This design comes from an exercise in tuning for small area, a short achievable clock period and few clock cycles per item on the open sky130 flow, not from production work.
Only simulation tests tie the RTL to the original design; equivalence was not proved.
Power is estimated from default activity; no workload was simulated.

== v6 ==
Design bcm_encoder, start of the top module:
module bcm_encoder (
    input  wire        clk,
    input  wire        rst,
    input  wire        cmd_valid,
    output wire        cmd_ready,
    input  wire [1:0]  cmd_op,
    input  wire [2:0]  cmd_t,
    input  wire [1:0]  cmd_mode,
    input  wire [5:0]  cmd_x,
    input  wire [3:0]  cmd_row,
    input  wire [23:0] cmd_top,
    input  wire [23:0] cmd_bot,
    input  wire [31:0] cmd_val,
    output wire        wr_valid,
    input  wire        wr_ready,
    output wire [12:0] wr_addr,
    output wire [15:0] wr_data,
    output wire        rsp_valid,
    output wire [7:0]  rsp_data
);
clock: 18.0 ns
lec_check: 0
abc_area: 1
cap_margin: 20
core_margin: 2
core_utilization: 40
slew_margin: 20
run.sh (not shown) runs the stock make flow with config.mk's settings and CLKGATE_MAP_FILE= SYNTH_SCRIPT=/design/flow/synth_recipe.tcl, a recipe that flattens the netlist after the stock synthesis.
Testbench counts of v6, summed over its fixed seeds: cycles 131,208, items 16,384.
diff inputs: v6 => v7
==> flow/flow/run.sh (new file) <==
#!/bin/bash
# Standard ORFS layout (the standard.sh), with two changes to how it is made:
#  - port buffers are sky130_fd_sc_hd__buf_1 instead of the default delay buffer;
#  - CTS inserts no dummy loads.
# The full output of the layout goes to flow_standard.log in this folder.
set -euo pipefail
export BUFFER_PORTS_ARGS="-buffer_cell sky130_fd_sc_hd__buf_1"
export CTS_ARGS="-sink_clustering_enable -repair_clock_nets -dont_use_dummy_load"
bash standard.sh > flow_standard.log 2>&1
==> flow/standard.sh (new file) <==
#!/bin/bash
# synth_recipe.tcl (not shown) runs the flow's synth.tcl, then flattens the netlist and writes it again
# the make line also repeats each setting of config.mk as NAME=value (left out here)
make -C /OpenROAD-flow-scripts/flow DESIGN_CONFIG=/design/flow/config.mk WORK_HOME=/design/flow/orfs CLKGATE_MAP_FILE= SYNTH_SCRIPT=/design/flow/synth_recipe.tcl "${@:-finish}"
removed: flow/run.sh
### Flow results
- The layout-stage area growth over the synthesis result of v7 falls short of that of v6 by 11 points.
- Compared with v6, placement density in the core of v7 is lower.
- Comparing v7 and v6, the lower final cell count is on v7.
- Measured against v7, the placed instance area of v6 comes out at 1.09 times the reference value.
- v7 and v6 ended up with nearly the same worst hold slack.
- Going from v6 to v7, via count went down by 70, buffering overhead now smaller, internal power contribution -0.062 mW, routed wire length decreased about 3.4%.
- Power after layout was higher in v6 than in v7.


== build 61 ==
Another version of the RTL of bcm_encoder (not shown whole).
Size: roughly 1,100 cells after synthesis, roughly 140 I/O pins, ~8700 um^2 of cells after synthesis.
==> flow/config.mk <==
export PLATFORM = sky130hd
export DESIGN_NAME = bcm_encoder
export DESIGN_NICKNAME = bcm_encoder
export VERILOG_FILES = /design/flow/design.v
export SDC_FILE = /design/flow/constraint.sdc
export NUM_CORES = 4
export LEC_CHECK = 0
export ABC_AREA = 1
export CAP_MARGIN = 20
export CORE_MARGIN = 2
export CORE_UTILIZATION = 40
export SLEW_MARGIN = 20
==> flow/constraint.sdc <==
create_clock -name core_clock -period 18.0 [get_ports {clk}]
set_input_delay 3.6000 -clock core_clock [delete_from_list [all_inputs] [get_ports {clk}]]
set_output_delay 3.6000 -clock core_clock [all_outputs]
set_load 0.01 [all_outputs]
standard.sh (not shown) runs the stock make flow with config.mk's settings and CLKGATE_MAP_FILE= SYNTH_SCRIPT=/design/flow/synth_recipe.tcl, a recipe that flattens the netlist after the stock synthesis.
==> flow/flow/run.sh <==
#!/bin/bash
# Standard ORFS layout (the standard.sh), with two changes to how it is made:
#  - port buffers are sky130_fd_sc_hd__buf_1 instead of the default delay buffer;
#  - CTS inserts no dummy loads.
# The full output of the layout goes to flow_standard.log in this folder.
set -euo pipefail
export BUFFER_PORTS_ARGS="-buffer_cell sky130_fd_sc_hd__buf_1"
export CTS_ARGS="-sink_clustering_enable -repair_clock_nets -dont_use_dummy_load"
bash standard.sh > flow_standard.log 2>&1
In summary, build 61 completed successfully, with a layout that passed the timing, DRC and antenna checks.
Testbench counts of build 61, summed over its fixed seeds: cycles 131,208, items 16,384.
Modified inputs, build 29 compared to build 61
==> flow/flow/run.sh <==
#!/bin/bash
# ORFS layout through the standard.sh, with these changes to how it is made:
#  - synthesis: the standard script, but ABC maps the logic with an area
#    script (strash; dch -f; amap) and Yosys does not extract half/full adders.
#    Registers are mapped before ABC runs, so they are the standard ones;
#  - port buffers are sky130_fd_sc_hd__buf_1 instead of the default delay buffer;
#  - CTS inserts no dummy loads;
#  - timing repair aims for a setup slack margin of 13 ns (the SDC is unchanged).
# Each step's full output goes to a log file in this folder.
set -euo pipefail
W=$PWD
rm -rf "$W/scripts_area"
cp -r "$FLOW_HOME/scripts" "$W/scripts_area"
printf 'strash\ndch -f\namap\ntopo\n' > "$W/scripts_area/abc_area.script"
export BUFFER_PORTS_ARGS="-buffer_cell sky130_fd_sc_hd__buf_1"
export CTS_ARGS="-sink_clustering_enable -repair_clock_nets -dont_use_dummy_load -buf_list {sky130_fd_sc_hd__clkbuf_4 sky130_fd_sc_hd__clkbuf_8} -sink_clustering_size 20 -sink_clustering_max_diameter 60"
export SETUP_SLACK_MARGIN=13
bash standard.sh SCRIPTS_DIR="$W/scripts_area" ADDER_MAP_FILE= synth > flow_synth.log 2>&1
bash standard.sh > flow_layout.log 2>&1
--- outcome ---
- Portion of total power attributed to sequential cells on build 29 is up relative to build 61.
- The setup slack of build 29 is larger than that of build 61.
- Delta(share of synthesized cell area in full adder, half adder and majority cells, build 29 - build 61) < 0
- From build 61 to build 29 the numbers moved as follows: total number of vias went down, proportion of power drawn by combinational gates went up, clock group total power went down.
Edits applied to the flow inputs when going from build 29 to build 17:
diff --git a/flow/flow/run.sh b/flow/flow/run.sh
--- a/flow/flow/run.sh
+++ b/flow/flow/run.sh
@@ -14,5 +14,5 @@
 printf 'strash\ndch -f\namap\ntopo\n' > "$W/scripts_area/abc_area.script"
 export BUFFER_PORTS_ARGS="-buffer_cell sky130_fd_sc_hd__buf_1"
-export CTS_ARGS="-sink_clustering_enable -repair_clock_nets -dont_use_dummy_load -buf_list {sky130_fd_sc_hd__clkbuf_4 sky130_fd_sc_hd__clkbuf_8} -sink_clustering_size 20 -sink_clustering_max_diameter 60"
+export CTS_ARGS="-sink_clustering_enable -repair_clock_nets -dont_use_dummy_load"
 export SETUP_SLACK_MARGIN=13
 bash standard.sh SCRIPTS_DIR="$W/scripts_area" ADDER_MAP_FILE= synth > flow_synth.log 2>&1
### Flow results
Met3 wirelength from detailed routing: build 17 > build 29. Portion of the layout cell area used by clock cells for build 17: 2.1 points up relative to build 29. From build 29 to build 17, DRC violation count after routing did not move at all. Final period utilization: build 17 vs build 29 — no meaningful difference. Build 29 → build 17: net count reported at finish stayed essentially flat; count of standard-cell rows stayed essentially flat. Compared to build 29, build 17 shows a wider setup margin. Slew of the pin with the lowest slew margin: build 17 vs build 29 — no meaningful difference. Compared with build 29, in build 17 area of the placeable core about even, post-layout instance area climbed about 2.2%.
> inputs changed (build 17 -> build 59)
diff --git a/flow/flow/run.sh b/flow/flow/run.sh
--- a/flow/flow/run.sh
+++ b/flow/flow/run.sh
@@ -14,5 +14,5 @@
 printf 'strash\ndch -f\namap\ntopo\n' > "$W/scripts_area/abc_area.script"
 export BUFFER_PORTS_ARGS="-buffer_cell sky130_fd_sc_hd__buf_1"
-export CTS_ARGS="-sink_clustering_enable -repair_clock_nets -dont_use_dummy_load"
+export CTS_ARGS="-sink_clustering_enable -repair_clock_nets -dont_use_dummy_load -buf_list sky130_fd_sc_hd__clkbuf_8 -sink_clustering_size 30 -sink_clustering_max_diameter 80"
 export SETUP_SLACK_MARGIN=13
 bash standard.sh SCRIPTS_DIR="$W/scripts_area" ADDER_MAP_FILE= synth > flow_synth.log 2>&1
## What came out
- The final worst slack of build 59 is lower than that of build 17.
- Build 59 consumes less power than build 17 does.
- When build 59 is set beside build 17, its register fraction of the total cell area turns out to be 0.95 points larger.


Another version of the RTL of bcm_encoder (not shown whole).
For scale: about 140 I/O pins.
export LEC_CHECK = 0
export ABC_AREA = 1
export CAP_MARGIN = 20
export CORE_MARGIN = 2
export CORE_UTILIZATION = 65
export PLACE_DENSITY = 0.75
export SLEW_MARGIN = 20
create_clock -name core_clock -period 18.0 [get_ports {clk}]
==> flow/flow/run.sh <==
#!/bin/bash
# ORFS layout through the standard.sh, with these changes to how it is made:
#  - synthesis: the standard script, but ABC maps the logic with an area
#    script (strash; dch -f; amap), Yosys does not extract half/full adders and
#    inserts no buffers between register outputs and output ports (the port
#    buffers below are still inserted). Registers are mapped before ABC runs,
#    so they are the standard ones;
#  - port buffers are sky130_fd_sc_hd__buf_1 instead of the default delay buffer;
#  - CTS uses sky130_fd_sc_hd__clkbuf_8 and inserts no dummy loads;
#  - timing repair aims for a setup slack margin of 13 ns (the SDC is unchanged).
# Each step's full output goes to a log file in this folder.
set -euo pipefail
W=$PWD
rm -rf "$W/scripts_area"
cp -r "$FLOW_HOME/scripts" "$W/scripts_area"
printf 'strash\ndch -f\namap\ntopo\n' > "$W/scripts_area/abc_area.script"
export BUFFER_PORTS_ARGS="-buffer_cell sky130_fd_sc_hd__buf_1"
export CTS_ARGS="-sink_clustering_enable -repair_clock_nets -dont_use_dummy_load -buf_list sky130_fd_sc_hd__clkbuf_8"
export SETUP_SLACK_MARGIN=13.3
bash standard.sh SCRIPTS_DIR="$W/scripts_area" ADDER_MAP_FILE= SYNTH_INSBUF=0 synth > flow_synth.log 2>&1
bash standard.sh > flow_layout.log 2>&1
Testbench counts at the start, summed over its fixed seeds: cycles 131,262, items 16,384.
Rerun with:
--- a/flow/flow/run.sh
+++ b/flow/flow/run.sh
@@ -10 +10 @@
-#  - timing repair aims for a setup slack margin of 13 ns (the SDC is unchanged).
+#  - timing repair aims for a setup slack margin of 13.3 ns (the SDC is unchanged).
CORE_UTILIZATION = 80   (was 65)
PLACE_DENSITY = 0.88   (was 0.75)
Result: The changed run stopped in 3_3_place_gp, error GPL-0301. Synthesized area is unchanged. Synthesized cell count stays the same.
Rerun with:
--- a/flow/flow/run.sh
+++ b/flow/flow/run.sh
@@ -10 +10 @@
-#  - timing repair aims for a setup slack margin of 13.3 ns (the SDC is unchanged).
+#  - timing repair aims for a setup slack margin of 13 ns (the SDC is unchanged).
@@ -19 +19 @@
-export SETUP_SLACK_MARGIN=13.3
+export SETUP_SLACK_MARGIN=12.5
CORE_UTILIZATION = 65   (was 80)
PLACE_DENSITY = 0.75   (was 0.88)
Outcome: The new run completed with no timing, DRC or antenna violations; area after synthesis does not change; synthesized cell count is unchanged.
Rerun with:
--- a/flow/flow/run.sh
+++ b/flow/flow/run.sh
@@ -10 +10 @@
-#  - timing repair aims for a setup slack margin of 13 ns (the SDC is unchanged).
+#  - timing repair aims for a setup slack margin of 13.3 ns (the SDC is unchanged).
@@ -19 +19 @@
-export SETUP_SLACK_MARGIN=12.5
+export SETUP_SLACK_MARGIN=13.3
=>
- first-iteration DRC count fell by about 6%
- hold slack hardly moves
- count of clock-buffer cells in the layout stays the same
- sequential cell count stays the same
- combinational power rose by about 2%
- worst setup slack is better by 0.56 ns
- wire length fell by 4.0%
- total power is about the same
- core utilization rose by 1.3 points
- final cell count rose by 0.93%
Rerun with:
--- a/flow/flow/run.sh
+++ b/flow/flow/run.sh
@@ -10 +10 @@
-#  - timing repair aims for a setup slack margin of 13.3 ns (the SDC is unchanged).
+#  - timing repair aims for a setup slack margin of 13 ns (the SDC is unchanged).
@@ -19 +19 @@
-export SETUP_SLACK_MARGIN=13.3
+export SETUP_SLACK_MARGIN=13
CORE_UTILIZATION = 40   (was 65)
PLACE_DENSITY = default   (was 0.75)
Routed wire length falls slightly. Synthesized area is unchanged. Sequential cell count stays the same. Clock skew barely changes.
Rerun with:
CORE_UTILIZATION = 65   (was 40)
PLACE_DENSITY = 0.75   (was default)
After rerunning: Die area decreases by 37%. Cell area shrinks by 2.4%. Wire length goes up by about 5.3%. Utilization increases by 29 points. First-iteration DRC count rises by about 80%. Worst hold slack gains 0.0084 ns. Area after synthesis is unchanged. Clock skew falls by 0.011 ns. Setup slack degrades by 0.10 ns. Total power is about the same.


bcm_encoder, a different RTL version from the one above (not shown whole).
Size in the first run: roughly 750 cells after synthesis, ~140 I/O pins, ~0.0073 mm^2 of cells after synthesis.
export LEC_CHECK = 0
export ABC_AREA = 1
export CAP_MARGIN = 20
export CORE_MARGIN = 2
export CORE_UTILIZATION = 40
export SLEW_MARGIN = 20
create_clock -name core_clock -period 18.0 [get_ports {clk}]
==> flow/flow/run.sh <==
#!/bin/bash
# ORFS layout through the standard.sh, with these changes to how it is made:
#  - synthesis: the standard script, but ABC maps the logic with an area
#    script (strash; dch -f; amap), Yosys does not extract half/full adders and
#    inserts no buffers between register outputs and output ports (the port
#    buffers below are still inserted). Registers are mapped before ABC runs,
#    so they are the standard ones;
#  - port buffers are sky130_fd_sc_hd__buf_1 instead of the default delay buffer;
#  - CTS uses sky130_fd_sc_hd__clkbuf_8 and inserts no dummy loads;
#  - timing repair aims for a setup slack margin of 13 ns (the SDC is unchanged).
# Each step's full output goes to a log file in this folder.
set -euo pipefail
W=$PWD
rm -rf "$W/scripts_area"
cp -r "$FLOW_HOME/scripts" "$W/scripts_area"
printf 'strash\ndch -f\namap\ntopo\n' > "$W/scripts_area/abc_area.script"
export BUFFER_PORTS_ARGS="-buffer_cell sky130_fd_sc_hd__buf_1"
export CTS_ARGS="-sink_clustering_enable -repair_clock_nets -dont_use_dummy_load -buf_list sky130_fd_sc_hd__clkbuf_8"
export SETUP_SLACK_MARGIN=13
bash standard.sh SCRIPTS_DIR="$W/scripts_area" ADDER_MAP_FILE= SYNTH_INSBUF=0 synth > flow_synth.log 2>&1
bash standard.sh > flow_layout.log 2>&1
Testbench counts at the start, summed over its fixed seeds: cycles 131,262, items 16,384.
Rerun with:
--- a/flow/flow/run.sh
+++ b/flow/flow/run.sh
@@ -18 +18 @@
-export CTS_ARGS="-sink_clustering_enable -repair_clock_nets -dont_use_dummy_load -buf_list sky130_fd_sc_hd__clkbuf_8"
+export CTS_ARGS="-sink_clustering_enable -repair_clock_nets -dont_use_dummy_load -root_buf sky130_fd_sc_hd__clkbuf_8 -buf_list sky130_fd_sc_hd__clkbuf_4"
Effect: The new run finished clean; core utilization went down by 0.56 points; die area does not change; clock power is lower by about 22%; power is lower by 5.4%; non-clock buffer count does not change; sequential share of layout area goes up by 0.54 points; fmax went down by about 0.54%; first-iteration DRC count came out higher by about 2.7%; final area falls by 1.2%.


Another version of the RTL of bcm_encoder (not shown whole).
For scale: about 740 cells after synthesis, roughly 140 I/O pins, about 7300 um2 of cells after synthesis.
// bcm_encoder
module bcm_encoder (
    input  wire        clk,
    input  wire        rst,
    input  wire        cmd_valid,
    output wire        cmd_ready,
    input  wire [1:0]  cmd_op,
    input  wire [2:0]  cmd_t,
    input  wire [1:0]  cmd_mode,
    input  wire [5:0]  cmd_x,
    input  wire [3:0]  cmd_row,
    input  wire [23:0] cmd_top,
    input  wire [23:0] cmd_bot,
    input  wire [31:0] cmd_val,
    output wire        wr_valid,
    input  wire        wr_ready,
    output wire [12:0] wr_addr,
    output wire [15:0] wr_data,
    output wire        rsp_valid,
    output wire [7:0]  rsp_data
);
    localparam [1:0] OP_ENCODE = 2'd0;
    localparam [1:0] OP_SETBRIGHT = 2'd1;
    localparam [1:0] OP_GETBRIGHT = 2'd2;
    reg [6:0] percent;
    reg [6:0] duty;
    reg       rsp_q;
    reg [47:0] c_ring;      
    reg [2:0]  c_ph;        
    reg        c_done;      
    reg        c_free;      
    wire       c_busy = !c_free;
    reg        c_set;       
    reg [1:0]  c_mode;
    reg [2:0]  c_t;
    reg [5:0]  c_x;
    reg [3:0]  c_row;
    reg [47:0] o_ch;        
    reg        o_valid;
    reg [2:0]  o_j;
    reg [3:0]  o_row;
    reg [5:1]  o_x;
    reg        o_x0n;       
    reg [2:0]  o_s;         
    reg [3:0]  o_a;         
    reg        o_lat;
    reg        o_oe;
    wire take = cmd_valid && c_free;
    wire o_last = o_valid && (o_j == 3'd7);
    wire o_adv  = !o_valid || wr_ready;
    wire o_load = !o_valid || (o_j == 3'd7);
    wire o_free = !o_valid || (o_j == 3'd7);
    wire aligned = (c_ph == 3'd0);
    wire c_gam = (c_mode != 2'd0) && !c_set;
    wire mv_rdy = c_busy && !c_set && aligned && (c_done || !c_gam);
    wire move  = mv_rdy && o_adv && o_load;
    wire apply = c_busy && c_set && aligned && c_done && o_free;
    wire       val_big = (|cmd_val[30:7]) || (cmd_val[6:0] > 7'd100);
    wire [6:0] val_clamp = cmd_val[31] ? 7'd0 : (val_big ? 7'd100 : cmd_val[6:0]);
    wire [47:0] ring_in = {cmd_bot[7:0], cmd_bot[15:8], cmd_bot[23:16],
                           cmd_top[7:0], cmd_top[15:8],
                           (cmd_op == OP_SETBRIGHT) ? {1'b0, val_clamp} : cmd_top[23:16]};
    wire [7:0] s_idx;
    bcm_lidx u_lidx (.p(c_ring[6:0]), .y(s_idx));
    wire       s_first = c_busy && c_set && (c_ph == 3'd0) && !c_done;
    wire [7:0] gam_out;
    bcm_gamma u_gam (.v(c_ring[7:0]), .y(gam_out));
  ...
Settings: LEC_CHECK=0, ABC_AREA=1, CAP_MARGIN=20, CORE_MARGIN=2, CORE_UTILIZATION=40, SLEW_MARGIN=20; clock period 18.0 ns.
==> flow/flow/run.sh <==
#!/bin/bash
# ORFS layout through the standard.sh, with these changes to how it is made:
#  - synthesis: the standard script, but ABC maps the logic with an area
#    script (strash; dch -f; amap), Yosys does not extract half/full adders and
#    inserts no buffers between register outputs and output ports (the port
#    buffers below are still inserted). Registers are mapped before ABC runs,
#    so they are the standard ones;
#  - port buffers are sky130_fd_sc_hd__buf_1 instead of the default delay buffer;
#  - CTS uses sky130_fd_sc_hd__clkbuf_8 and inserts no dummy loads;
#  - timing repair aims for a setup slack margin of 13 ns (the SDC is unchanged).
# Each step's full output goes to a log file in this folder.
set -euo pipefail
W=$PWD
rm -rf "$W/scripts_area"
cp -r "$FLOW_HOME/scripts" "$W/scripts_area"
printf 'strash\ndch -f\namap\ntopo\n' > "$W/scripts_area/abc_area.script"
export BUFFER_PORTS_ARGS="-buffer_cell sky130_fd_sc_hd__buf_1"
export CTS_ARGS="-sink_clustering_enable -repair_clock_nets -dont_use_dummy_load -buf_list sky130_fd_sc_hd__clkbuf_8"
export SETUP_SLACK_MARGIN=13.5
bash standard.sh SCRIPTS_DIR="$W/scripts_area" ADDER_MAP_FILE= SYNTH_INSBUF=0 synth > flow_synth.log 2>&1
bash standard.sh > flow_layout.log 2>&1
The starting point produced a clean layout.
Testbench counts at the start, summed over its fixed seeds: cycles 131,262, items 16,384.
Edit:
--- a/flow/flow/run.sh
+++ b/flow/flow/run.sh
@@ -19 +19 @@
-export SETUP_SLACK_MARGIN=13.5
+export SETUP_SLACK_MARGIN=13
The new run completed without violations.
Fmax decreases by 3.7%.
Cell area decreases by 5.0%.
Non-clock buffer count decreases by 27.
Via count decreases by 2.7%.
Sequential share of layout area increases by 2.1 points.

==> port drivers added, routing unchanged <==
No port has a modelled driver above. Below, the same layouts with a new extraction and two added sets of constraints.
Step 1 (the two cells are an assumption about what drives the block):
set clk [get_ports {clk}]
set_driving_cell -lib_cell sky130_fd_sc_hd__clkbuf_16 $clk
set_driving_cell -lib_cell sky130_fd_sc_hd__buf_2 [delete_from_list [all_inputs] $clk]
Step 2 times the ports against the registers' clock, not the clock port: input delays grow and output delays shrink by t, the midpoint of the rising clock arrivals with the driver on.
Three values: ideal, step 1, step 2; two values: the first two.
| run | t, ns | setup slack, ns | worst setup path at the end |
|---|---|---|---|
| v6 | 0.470 | 10.882 / 10.902 / 10.432 | input to register |
| v7 | 0.460 | 11.292 / 11.317 / 10.857 | input to register |
| build 61 | 0.454 | 12.886 / 12.897 / 12.443 | input to register |
| build 29 | 0.477 | 13.045 / 13.061 / 12.585 | input to register |
| build 17 | 0.458 | 13.060 / 13.086 / 12.628 | input to register |
| build 59 | 0.477 | 13.045 / 13.061 / 12.585 | input to register |
| the first run of note 3 | 0.474 | 13.338 / 13.300 / 12.905 | input to register |
| the third run of note 3 | 0.481 | 12.775 / 12.793 / 12.312 | input to register |
| the fourth run of note 3 | 0.474 | 13.338 / 13.300 / 12.905 | input to register |
| the fifth run of note 3 | 0.485 | 13.218 / 13.239 / 12.755 | input to register |
| the sixth run of note 3 | 0.478 | 13.117 / 13.134 / 12.656 | input to register |
| the first run of note 4 | 0.469 | 13.135 / 13.151 / 12.682 | input to register |
| the second run of note 4 | 0.439 | 13.108 / 13.121 / 12.682 | input to register |
| the first run of note 5 | 0.485 | 13.279 / 13.300 / 12.815 | input to register |
| the second run of note 5 | 0.488 | 13.097 / 13.058 / 12.705 | input to register |
After both steps setup and hold are still met in every run listed. For the first run of note 5, which loses most, drivers alone change the setup slack by +0.021 ns; drivers and shift together by -0.464 ns.
